Context: an optimization exercise on an open-source flow, tuned for small area, a short achievable clock period and few clock cycles. The choices shown serve that exercise and are no tape-out recipe. In this exercise RTL edits were held to simulation tests only and were not proved equivalent to the original. Power figures rest on the tool's default switching activity, not on a simulated workload.

build 61:
Design m3pcs_can_core, start of the top module:
module m3pcs_can_core (
    input  wire        clk,
    input  wire        rst,
    input  wire        rx_valid,
    input  wire [10:0] rx_id,
    input  wire [3:0]  rx_len,
    input  wire [63:0] rx_data,
    output wire        rx_ready,
    input  wire        cmd_valid,
    input  wire [1:0]  cmd_op,        
    output wire        cmd_ready,
    input  wire        cad_en,
    input  wire [3:0]  in_opcode,
    input  wire [15:0] in_vtgt_raw,
    input  wire [15:0] in_pwr_w,
    input  wire        in_chg_active,
    output wire        tx_valid,
    output reg  [10:0] tx_id,
    output reg  [3:0]  tx_len,
    output reg  [63:0] tx_data,
    input  wire        tx_ready,
    output wire [7:0]  vm_mode,
    output wire [15:0] vm_vbus,
    output wire [15:0] vm_vset,
    output wire [15:0] vm_pmax,
    output wire [3:0]  vm_ilim_code,
    output wire [4:0]  vm_ilim_a,
    output wire        vm_en,
    output wire [13:0] acv_raw,
    output wire [9:0]  aci_raw,
    output wire [11:0] dcdc_i_raw,
    output wire [11:0] hvv_raw,
    output wire [9:0]  lvv_raw,
    output wire [63:0] alertm_raw,
    output wire [63:0] alertl_raw
);
    localparam OP_DRAIN  = 2'd0;
    localparam OP_TICK1  = 2'd1;
    localparam OP_TICK50 = 2'd2;
    reg        tx_vld;           
    reg        idle;             
    reg [3:0]  row;              
    reg [3:0]  tk_one, tk_ten;   
    reg [1:0]  alt;
    reg [3:0]  ctr;
    assign tx_valid  = tx_vld;
    assign cmd_ready = idle;
    wire fire    = cmd_valid && idle;
    wire f_drain;
    pcs_cmdd u_cmdd (.valid(cmd_valid), .idle(idle), .op(cmd_op), .drain(f_drain));
    wire f_t1    = fire && (cmd_op == OP_TICK1);
    pcs_rxq u_rxq (
        .clk(clk), .rst(rst),
        .enq_valid(rx_valid), .drain(f_drain),
        .ready(rx_ready)
    );
    pcs_dec u_dec (
        .clk(clk), .rst(rst),
        .enq_valid(rx_valid), .enq_ready(rx_ready), .ent_id(rx_id), .ent_data(rx_data), .drain(f_drain),
        .vm_mode(vm_mode), .vm_vbus(vm_vbus), .vm_vset(vm_vset), .vm_pmax(vm_pmax),
        .vm_ilim_code(vm_ilim_code), .vm_ilim_a(vm_ilim_a), .vm_en(vm_en),
  ...
Size in the first run: about 1100 cells after synthesis, about 590 flip-flops, about 19000 sq um of cells after synthesis.
export LEC_CHECK = 0
export CAP_MARGIN = 20
export CORE_MARGIN = 2
export CORE_UTILIZATION = 60
export CTS_CLUSTER_DIAMETER = 100
export CTS_CLUSTER_SIZE = 24
export PLACE_DENSITY = 0.75
export SLEW_MARGIN = 20
export SYNTH_HIERARCHICAL = 1
export SYNTH_MINIMUM_KEEP_SIZE = 0
export TNS_END_PERCENT = 5
create_clock -name core_clock -period 10.0 [get_ports {clk}]
standard.sh (not shown) runs the stock make flow with config.mk's settings and CLKGATE_MAP_FILE= SYNTH_SCRIPT=/design/flow/synth_recipe.tcl, a recipe that flattens the netlist after the stock synthesis.
==> flow/flow/run.sh <==
#!/bin/bash
set -e
bash standard.sh finish \
  SETUP_SLACK_MARGIN=6.8 \
  "BUFFER_PORTS_ARGS=-buffer_cell sky130_fd_sc_hd__buf_1" > standard.log 2>&1
Testbench counts of build 61, summed over its fixed seeds: cycles 5,661.
For build 45, these inputs were changed with respect to build 61:
==> flow/config.mk <==
export PLATFORM = sky130hd
export DESIGN_NAME = m3pcs_can_core
export DESIGN_NICKNAME = m3pcs_can_core
export VERILOG_FILES = /design/flow/design.v
export SDC_FILE = /design/flow/constraint.sdc
export NUM_CORES = 4
export LEC_CHECK = 0
export CAP_MARGIN = 20
export CORE_MARGIN = 2
export CORE_UTILIZATION = 75
export CTS_CLUSTER_DIAMETER = 100
export CTS_CLUSTER_SIZE = 24
export PLACE_DENSITY = 0.85
export SLEW_MARGIN = 20
export SYNTH_HIERARCHICAL = 1
export SYNTH_MINIMUM_KEEP_SIZE = 0
Findings:
The log for build 45 ends in 5_1_grt with error DPL-0033, so the run never completed.
Build 61 was carried through to the last stage, and its layout satisfied the timing, DRC and antenna checks.
Compared to build 61, build 45 has initial core utilization 15 points higher.
Post-synthesis mux area share came out exactly the same in build 61 and build 45.
On sequential cell area fraction in the yosys report, build 45 tracks build 61 almost exactly.
Build 61 → build 45: basic-gate share of the synthesized area counting and, or, nand and nor cells barely changed; half-perimeter wire length after placement now larger; average cell area after synthesis has remained practically unchanged.
Comparing build 45 with build 61, the cell area after placement came out essentially unchanged.
Against build 61, build 45 comes in about 4.4% higher on routability congestion estimate.
The setup slack at placement of build 45 was superior to that of build 61.
In build 45 relative to build 61, x dimension of the die had gone down by more than 10%.
The following lists how build 37 was set up differently from build 45:
-- flow/config.mk --
<<< build 45, line 9
export CORE_MARGIN = 2
export CORE_UTILIZATION = 75
export CTS_CLUSTER_DIAMETER = 100
export CTS_CLUSTER_SIZE = 24
export PLACE_DENSITY = 0.85
export SLEW_MARGIN = 20
>>> build 37, line 9
export CORE_MARGIN = 2
export CORE_UTILIZATION = 60
export CTS_CLUSTER_DIAMETER = 100
export CTS_CLUSTER_SIZE = 24
export PLACE_DENSITY = 0.75
export SLEW_MARGIN = 20
--- outcome ---
Build 37 finished every stage and its layout cleared the timing, DRC and antenna checks.
Re mapped cell area: no difference whatsoever between build 45 and build 37.
Diff build 45..build 37 | synthesized cell count | unchanged
Number of buffers inserted by post-CTS setup repair: build 37 < build 45
For global placement routability congestion, build 45 and build 37 come out practically identical.
The run showing the smaller HPWL after detailed placement is build 37.
Per the comparison of build 37 with build 45, count of buffers inserted at the top-level ports now sits at about the same level, worst setup slack before clock tree synthesis went down by 0.32 ns, area share of and/or/nand/nor cells after synthesis has remained practically unchanged, flip-flop and latch count after synthesis was more or less identical, count of instances resized after the clock tree is built decreased by about 33% relative to the old numbers.
Inputs modified between build 37 and build 30:
-- flow/config.mk --
<<< build 37, line 9
export CORE_MARGIN = 2
export CORE_UTILIZATION = 60
export CTS_CLUSTER_DIAMETER = 100
export CTS_CLUSTER_SIZE = 24
export PLACE_DENSITY = 0.75
export SLEW_MARGIN = 20
>>> build 30, line 9
export CORE_MARGIN = 2
export CORE_UTILIZATION = 40
export CTS_CLUSTER_DIAMETER = 100
export CTS_CLUSTER_SIZE = 24
export PLACE_DENSITY = 0.6
export SLEW_MARGIN = 20
==> comparison <==
Build 30 against build 37: smallest hold slack climbed 0.0035 ns; detailed-route vias per instance dropped 10%.
Compared with build 37, number of buffers outside the clock class in the layout in build 30 increased by a few percent.
Build 30 — cell area after layout 2.3% higher, build 37 as reference
Changes observed in build 30 relative to build 37: portion of total power attributed to the clock network has increased; worst-case setup margin in the final layout saw a decrease; internal power has remained practically unchanged; multi-input combinational cell count did not really move; routed wire length now sits higher.
The peak per-stage delay on the critical path number comes out higher for build 30 vs build 37.
Clock buffer count in build 30 is 2 below build 37.
Build 30 reports its slowest stage cell on the critical path as sky130_fd_sc_hd__edfxtp_1 while build 37 reports sky130_fd_sc_hd__nor4_4.

[separate check: timing with driven ports]
The results above use ideal ports. As a check the final layouts listed here were re-extracted and re-timed, cells and wires unchanged.
Step 1: set_driving_cell puts a clkbuf_16 on clk and a buf_2 on each other input, an assumption about the parent block.
Step 2 times the ports against the registers' clock, not the clock port: input delays grow and output delays shrink by t, the midpoint of the rising clock arrivals with the driver on.
Slacks: ideal / step 1 / step 2; pairs: ideal / step 1.
run | shift t [ns] | setup slack, ns | slew at the worst register clock pin (ns) | worst data-port slew with drivers (ns)
build 61 | 0.607 | 6.735 / 6.690 / 6.172 | 0.10 / 0.10 | 0.06
build 37 | 0.615 | 6.765 / 6.754 / 6.171 | 0.10 / 0.10 | 0.10
build 30 | 0.637 | 6.759 / 6.702 / 6.161 | 0.10 / 0.10 | 0.09
After both steps setup and hold are still met in every run listed. For build 30, which loses most, drivers alone change the setup slack by -0.057 ns; drivers and shift together by -0.598 ns.
